Source: an optimization exercise on an open RTL-to-GDS flow (aim: a short achievable clock period). Production flows keep margins and buffers that such runs may drop. Only simulation tests tie the RTL to the original design; equivalence was not proved. No activity file was given, so power comes from the tool's default toggle rates.

## fdc_bridge_core
module fdc_bridge_core (
    input  wire         clk,
    input  wire         rst,
    input  wire [3:0]   op,
    input  wire [1:0]   op_idx,         
    input  wire [15:0]  op_wdata,       
    input  wire         op_drive,       
    input  wire         op_level,       
    input  wire [2:0]   op_bit,         
    input  wire [127:0] key_matrix,     
    input  wire [7:0]   ctl_data_in,    
    input  wire [7:0]   ctl_reg_in,     
    output wire [15:0]  bus_rdata,
    output wire         irq,
    output wire         dmar,
    output wire         ctl_data_wr,
    output wire         ctl_data_rd,
    output wire [7:0]   ctl_data_out,
    output wire         ctl_reg_wr,
    output wire         ctl_reg_rd,
    output wire [1:0]   ctl_reg_addr,
    output wire [7:0]   ctl_reg_out,
    output wire         ctl_soft_reset,
    output wire         ctl_set_floppy,
    output wire [1:0]   ctl_floppy,
    output wire         drv_side,
    output wire [1:0]   drv_motor,
    output wire [6:0]   key_pos,
    output wire         key_pressed,
    output wire [3:0]   rep_an,
    output wire         rep_dg1
);
Size: ~230 I/O pins, about 34000 um^2 of cells after synthesis.
Settings: LEC_CHECK=0, CAP_MARGIN=20, CORE_MARGIN=2, CORE_UTILIZATION=40, PLACE_DENSITY=0.6, SLEW_MARGIN=20, SYNTH_HIERARCHICAL=1; clock period 12.5 ns.
standard.sh (not shown) runs the stock make flow with config.mk's settings and CLKGATE_MAP_FILE= SYNTH_SCRIPT=/design/flow/synth_recipe.tcl, a recipe that flattens the netlist after the stock synthesis.
==> flow/flow/run.sh <==
#!/bin/bash
set -euo pipefail
GROUP="bus_rdata[15] bus_rdata[14] bus_rdata[13] bus_rdata[12] bus_rdata[11] bus_rdata[10] bus_rdata[9] bus_rdata[8]"
GROUP="$GROUP op_idx[1] op_idx[0] bus_rdata[7] bus_rdata[6] bus_rdata[5] bus_rdata[4] bus_rdata[3] bus_rdata[2]"
GROUP="$GROUP bus_rdata[1] bus_rdata[0] rst op[3] op[2] op[1] op[0] op_level"
GROUP="$GROUP ctl_data_wr ctl_data_rd ctl_reg_wr ctl_reg_rd ctl_soft_reset ctl_set_floppy ctl_floppy[1] ctl_floppy[0]"
GROUP="$GROUP rep_an[3] rep_an[2] rep_an[1] rep_an[0] rep_dg1 op_wdata[0] ctl_reg_out[0] op_wdata[1]"
GROUP="$GROUP ctl_reg_out[1] op_wdata[2] ctl_reg_out[2] op_wdata[3] ctl_reg_out[3] op_wdata[4] ctl_reg_out[4] op_wdata[5]"
GROUP="$GROUP ctl_reg_out[5] op_wdata[6] ctl_reg_out[6] op_wdata[7] ctl_reg_out[7] op_wdata[8] ctl_data_out[0] ctl_reg_addr[0]"
GROUP="$GROUP op_wdata[9] ctl_data_out[1] ctl_reg_addr[1] op_wdata[10] ctl_data_out[2] op_wdata[11] ctl_data_out[3] op_wdata[12]"
GROUP="$GROUP ctl_data_out[4] op_wdata[13] ctl_data_out[5] op_wdata[14] ctl_data_out[6] op_wdata[15] ctl_data_out[7]"
bash standard.sh finish SETUP_SLACK_MARGIN=7 \
  "BUFFER_PORTS_ARGS=-buffer_cell sky130_fd_sc_hd__buf_4" \
  "PLACE_PINS_ARGS=-group_pins {$GROUP}" > standard_flow.log 2>&1
Rerun with:
--- a/flow/design.v
+++ b/flow/design.v
@@ -147,27 +147,32 @@
     fdc_nor3  g_dr_z1 (.a(rst), .b(op3), .c(op2), .y(dr_z1));
     fdc_and2  g_dr_w  (.a(lvl), .b(s_rdr), .y(dr_w));
     fdc_nand4 g_dr_t1 (.a(dr_z1), .b(op1), .c(op0), .d(dr_w), .y(dr_t1));
     fdc_nor3  g_dr_z2 (.a(rst), .b(op3), .c(op2), .y(dr_z2));
     fdc_nor3  g_dr_n  (.a(op0), .b(idx1), .c(c[6]), .y(dr_n));
     fdc_nand3 g_dr_b  (.a(op1), .b(idx0), .c(c[5]), .y(dr_b));
     fdc_a21o  g_dr_e  (.a1(c[4]), .a2(drq), .b1(drq & bs_idle), .y(dr_e));
     fdc_nand3 g_dr_k  (.a(dr_z2), .b(dr_n), .c(dr_e), .y(dr_k));
     fdc_o21ai g_dr_y  (.a1(dr_k), .a2(dr_b), .b1(dr_t1), .y(ctl_data_rd));
-    wire sf_q1, sf_q2, sf_k, sf_ta, sf_p0, sf_p, sf_v, sf_m, sf_tb, sf_rn;
+    wire sf_q1, sf_q2, sf_k, sf_ta, sf_p0, sf_p, sf_m, sf_tb, sf_rn;
     fdc_nor2  g_sf_q1 (.a(op3), .b(op2), .y(sf_q1));
     fdc_nor2  g_sf_q2 (.a(op0), .b(idx1), .y(sf_q2));
     fdc_nand2 g_sf_k  (.a(sf_q1), .b(sf_q2), .y(sf_k));
     fdc_nand3 g_sf_ta (.a(op1), .b(idx0), .c(c[4]), .y(sf_ta));
     fdc_nand3 g_sf_p0 (.a(op1), .b(idx0), .c(c[3]), .y(sf_p0));
     fdc_nor2  g_sf_p  (.a(sf_p0), .b(c[2]), .y(sf_p));
-    fdc_mux2i g_sf_v  (.s(d[0]), .a0(~sel0), .a1(~s_none), .y(sf_v));
-    fdc_mux2i g_sf_m  (.s(d[3]), .a0(sel1), .a1(sf_v), .y(sf_m));
+    wire sf_d3n, sf_d0n, sf_m1, sf_m2, sf_m3;
+    fdc_inv   g_sf_i3 (.a(d[3]), .y(sf_d3n));
+    fdc_inv   g_sf_i0 (.a(d[0]), .y(sf_d0n));
+    fdc_nand2 g_sf_m1 (.a(sf_d3n), .b(~sel1), .y(sf_m1));
+    fdc_nand3 g_sf_m2 (.a(d[3]), .b(d[0]), .c(~s_none), .y(sf_m2));
+    fdc_nand3 g_sf_m3 (.a(d[3]), .b(sf_d0n), .c(~sel0), .y(sf_m3));
+    fdc_nand3 g_sf_m  (.a(sf_m1), .b(sf_m2), .c(sf_m3), .y(sf_m));
     fdc_nand4 g_sf_tb (.a(sf_q1), .b(sf_q2), .c(sf_p), .d(sf_m), .y(sf_tb));
     fdc_inv   g_sf_rn (.a(rst), .y(sf_rn));
     fdc_sfout g_sf_y  (.k(sf_k), .ta(sf_ta), .tb(sf_tb), .rn(sf_rn), .y(ctl_set_floppy));
     wire [7:0] wl_x = wl & {8{~bs_wr1}};
     genvar gi;
     generate
         for (gi = 0; gi < 8; gi = gi + 1) begin : g_dout
             fdc_aoi21 g_do (.a1(c[gi]), .a2(bs_wr1), .b1(wl_x[gi]), .y(ctl_data_out[gi]));
         end
The new run completed without violations.
Clock power falls by about 3%.
Maximum frequency rises by 0.57%.
Total power falls by 2.0%.
Final area rises by 0.38%.
Via count falls by 2.1%.
Routed wire length rises by 2.7%.

re-timing with driven ports:
No port has a modelled driver above. Below, the same layouts with a new extraction and two added sets of constraints.
Step 1, drivers: a clkbuf_16 drives clk and a buf_2 each remaining input, both assumed.
Step 2 also shifts input and output timing later by t, the mid clock arrival at the registers, as if the neighbouring blocks saw the same clock.
a / b / c = ideal / step 1 / step 2; a / b = the first two.
| run | shift t [ns] | setup slack, ns | worst setup path after step 2 |
|---|---|---|---|
| the first run | 0.686 | 6.668 / 6.593 / 6.390 | input to register |
| the second run | 0.695 | 6.701 / 6.518 / 6.415 | input to register |
After both steps every run listed still meets setup and hold. For the second run, which loses most, drivers alone change the setup slack by -0.183 ns; drivers and shift together by -0.286 ns.
